This design comes from an exercise in tuning for small area, a short achievable clock period and few clock cycles on the open sky130 flow, not from production work.
Function was checked by simulation only, so behaviour that the tests miss may differ from the original.
Power is estimated from default activity; no workload was simulated.

// hxp_stream
module hxp_stream (
    input  wire        clk,
    input  wire        rst,
    input  wire        in_valid,
    output wire        in_ready,
    input  wire [7:0]  in_data,
    input  wire        in_end,
    output wire        out_valid,
    input  wire        out_ready,
    output wire [31:0] out_addr,
    output wire [7:0]  out_len,
    output wire [7:0]  out_data,
    output wire        out_last,
    output wire        done,
    output wire [3:0]  res_code,
    output wire [31:0] res_line,
    output wire [15:0] res_ext,
    output wire [7:0]  res_calc,
    output wire [7:0]  res_decl,
    output wire [1:0]  res_cause
);
clock: 6.5 ns
lec_check: 0
abc_area: 1
cap_margin: 20
core_margin: 2
core_utilization: 45
cts_buf_list: sky130_fd_sc_hd__clkbuf_16 sky130_fd_sc_hd__clkbuf_8
cts_cluster_diameter: 100
cts_cluster_size: 28
place_density: 0.68
setup_slack_margin: 4.0
slew_margin: 20
run.sh (not shown) runs the stock make flow with config.mk's settings and CLKGATE_MAP_FILE= SYNTH_SCRIPT=/design/flow/synth_recipe.tcl, a recipe that flattens the netlist after the stock synthesis.
Testbench counts at the start, summed over its fixed seeds: cycles 85,465.
Edit:
--- a/flow/design.v
+++ b/flow/design.v
@@ -11,23 +11,23 @@
     output wire [7:0]  out_len,
     output wire [7:0]  out_data,
     output wire        out_last,
     output wire        done,
     output wire [3:0]  res_code,
     output wire [31:0] res_line,
     output wire [15:0] res_ext,
     output wire [7:0]  res_calc,
     output wire [7:0]  res_decl,
     output wire [1:0]  res_cause
 );
-    localparam [10:0] LEAD = 11'd9;      
+    localparam [9:0]  LEAD = 10'd9;      
     localparam [1:0] CAUSE_LENGTH   = 2'd0;
     localparam [1:0] CAUSE_DIGIT    = 2'd1;
     localparam [1:0] CAUSE_EXTSHORT = 2'd2;
     reg        is_hex_in;
     reg [3:0]  val_in;
     always @(*) begin
         is_hex_in = 1'b1;
         val_in    = in_data[3:0];
         if (in_data >= "0" && in_data <= "9")
             val_in = in_data[3:0];
         else if ((in_data >= "A" && in_data <= "F") || (in_data >= "a" && in_data <= "f"))
@@ -98,28 +98,27 @@
     reg        beyond;       
     reg [9:0]  left;         
     reg        left_z;       
     reg [3:0]  hi_nib;
     reg [7:0]  bc, ah, al, ck;
     reg        rt0, rt1, rt4;    
     reg        bc_lt2;           
     reg        cks_ok;           
     reg [7:0]  nsum;         
     reg        alloc;        
     reg [7:0]  s0d;          
-    reg [10:0] target;       
     reg        ev_pend;
     reg        e_good;           
     reg [1:0]  e_cause;          
-    reg [10:0] busy1;        
-    reg [10:0] rsel;         
+    reg [9:0]  busy1;        
+    reg [9:0]  rsel;         
     reg [3:0]  qt;           
     reg [1:0]  qwp, qrp;
     reg [7:0]  q0, q1, q2, q3;
     reg [7:0]  wdist;        
     reg        wen;          
     reg [4:0]  wsel;         
     reg [7:0]  wdat;
     reg [3:0]  oldt;         
     wire       flushed = !oldt[0];
     reg        rd_armed;
     reg        rd_started;
@@ -137,23 +136,24 @@
     wire       is_end   = a_end;
     wire       is_lf    = !a_end && c_lf;
     wire       is_chr   = !a_end && !c_lf;
     wire [7:0] cur_byte = {hi_nib, c_val};
     wire       pos0     = ps[0];
     wire       pos12    = ps[1] || ps[2];
     wire       pos_ge3  = !pos0 && !pos12;
     wire       hp_ge10  = ps[10] || ps[11] || ps[12] || ps_hi;
     wire       is_ck_lo = pos_ge3 && !beyond && left_z;
     wire       in_data_rgn = !odd && hp_ge10 && !beyond && !left_z;
     wire       act      = (pstate == P_ACT);
-    wire       big      = rsel[8] || rsel[9] || rsel[10];
+    wire       big      = rsel[8] || rsel[9];
+    wire [9:0] target   = {1'b0, bc, 1'b0} + LEAD;
     wire       do_alloc = cand && ps[9] && rt0;
     wire       do_push  = cand && alloc && in_data_rgn;
     wire       q_full   = qt[3];
     wire       q_nonempty = qt[0];
     wire       guard  = rd_armed && flushed && (!rd_started || rd_missed);
     wire       pop_ok   = (wdist[2:0] == 3'd1) && !guard;
     wire       push_ok  = !q_full || pop_ok;
     assign accept =
         (pstate == P_SKIP) ||
         (act && (is_chr ? !(ev_pend && !pos0 && !ps[1])
                           && !(do_alloc && (q_nonempty || (big && !reader_idle)))
@@ -191,23 +191,22 @@
                 wire sel = wen && (wsel == NXT / 8);
                 always @(posedge clk)
                     ring[gi*8 +: 8] <= sel ? wdat : ring[NXT*8 +: 8];
             end else begin : g_s
                 always @(posedge clk)
                     ring[gi*8 +: 8] <= ring[NXT*8 +: 8];
             end
         end
     endgenerate
     always @(posedge clk) begin
         cks_ok <= (nsum == ck);
-        target <= {2'b00, bc, 1'b0} + LEAD;
         rsel   <= (busy1 > target) ? busy1 : target;
         if (step && act && is_chr && do_alloc) begin
             s0d   <= rsel[7:0] - 8'd1;
             wdist <= rsel[7:0] - 8'd1;
         end else begin
             s0d   <= s0d - 8'd1;
             wdist <= wdist - (q_pop ? 8'd0 : 8'd1);
         end
         wsel <= wdist[7:3];
         wdat <= qhead;
         if (push) begin
@@ -218,39 +217,41 @@
             default: q3 <= cur_byte;
             endcase
         end
     end
     always @(posedge clk) begin
         if (rst) begin
             qt     <= 4'd0;
             qwp    <= 2'd0;
             qrp    <= 2'd0;
             wen    <= 1'b0;
             oldt   <= 4'd0;
-            busy1  <= 11'd1;
+            busy1  <= 10'd1;
         end else begin
             if (push && !q_pop)
                 qt <= {qt[2:0], 1'b1};
             else if (q_pop && !push)
                 qt <= {1'b0, qt[3:1]};
             if (push)  qwp <= qwp + 2'd1;
             if (q_pop) qrp <= qrp + 2'd1;
             wen <= q_pop;
             if (disp)
                 oldt <= qt;
             else if (wen)
                 oldt <= {1'b0, oldt[3:1]};
             if (step && act && is_chr && do_alloc)
-                busy1 <= rsel + {3'b000, bc};
-            else if (busy1 != 11'd1)
-                busy1 <= busy1 - 11'd1;
+                busy1 <= rsel + {2'b00, bc};
+            else if (pstate == P_DONE || busy1 == 10'd1)
+                busy1 <= 10'd1;
+            else
+                busy1 <= busy1 - 10'd1;
         end
     end
     always @(posedge clk) begin
         if (disp) begin
             rdist <= rd_init;
             rdz   <= (rd_init == 8'd0);
         end else if (!rd_go) begin
             rdist <= rdist - 8'd1;
             rdz   <= (rdist == 8'd1);
         end
     end
@@ -264,23 +265,23 @@
             rec_ah   <= 8'd0;
             rec_al   <= 8'd0;
             rec_ext  <= 16'd0;
         end else begin
             if (disp) begin
                 rec_bc     <= bc;
                 rec_ah     <= ah;
                 rec_al     <= al;
                 rec_ext    <= ext;
                 rd_cnt     <= bc;
                 rd_started <= 1'b0;
-                rd_missed  <= (busy1 <= {3'b000, bc} + 11'd1);
+                rd_missed  <= (busy1 <= {2'b00, bc} + 10'd1);
                 if (bc == 8'd0) begin
                     ov <= 1'b1;
                     ol <= 1'b1;
                 end else begin
                     rd_armed <= 1'b1;
                 end
             end else begin
                 if (rd_go)
                     rd_started <= 1'b1;
                 else if (rd_armed && rdz)
                     rd_missed <= 1'b1;
The new run passed the timing, design-rule and antenna checks. Sequential share of layout area climbs by 0.35 points. Final area drops by 1.0%. Maximum frequency is about the same. Global-route usage drops by 0.60 points. Power hardly moves. Utilization drops by 0.34 points. First-iteration DRC count climbs by 7.4%. Synthesized area drops by 0.72%. Wire length drops by 3.3%. Clock skew climbs by 0.019 ns. Register-to-register slack loses 0.08 ns.
Testbench counts after the change, summed over its fixed seeds: cycles 85,465.

==> afterwards: timing with drivers on the ports <==
The results above use ideal ports. As a check the final layouts listed here were re-extracted and re-timed, cells and wires unchanged.
Step 1, drivers: a clkbuf_16 drives clk and a buf_2 each remaining input, both assumed.
Step 2, shift: input delay + t, output delay - t, t = (earliest + latest rising clock arrival at the registers) / 2. This alone moves slack from input paths to output paths.
Slacks: ideal ports / drivers / drivers and shift; pairs: ideal ports / drivers.
run	t (ns)	setup WS [ns]	hold slack, ns	worst setup path after step 2
the first run	0.794	3.944 / 3.868 / 3.305	0.300 / 0.300 / 0.300	input to register
the second run	0.781	3.952 / 3.884 / 3.320	0.304 / 0.304 / 0.304	input to register
After both steps setup and hold are still met in every run listed. The setup slack of the first run, which loses most, moves by -0.076 ns with the drivers and by -0.639 ns with both steps.
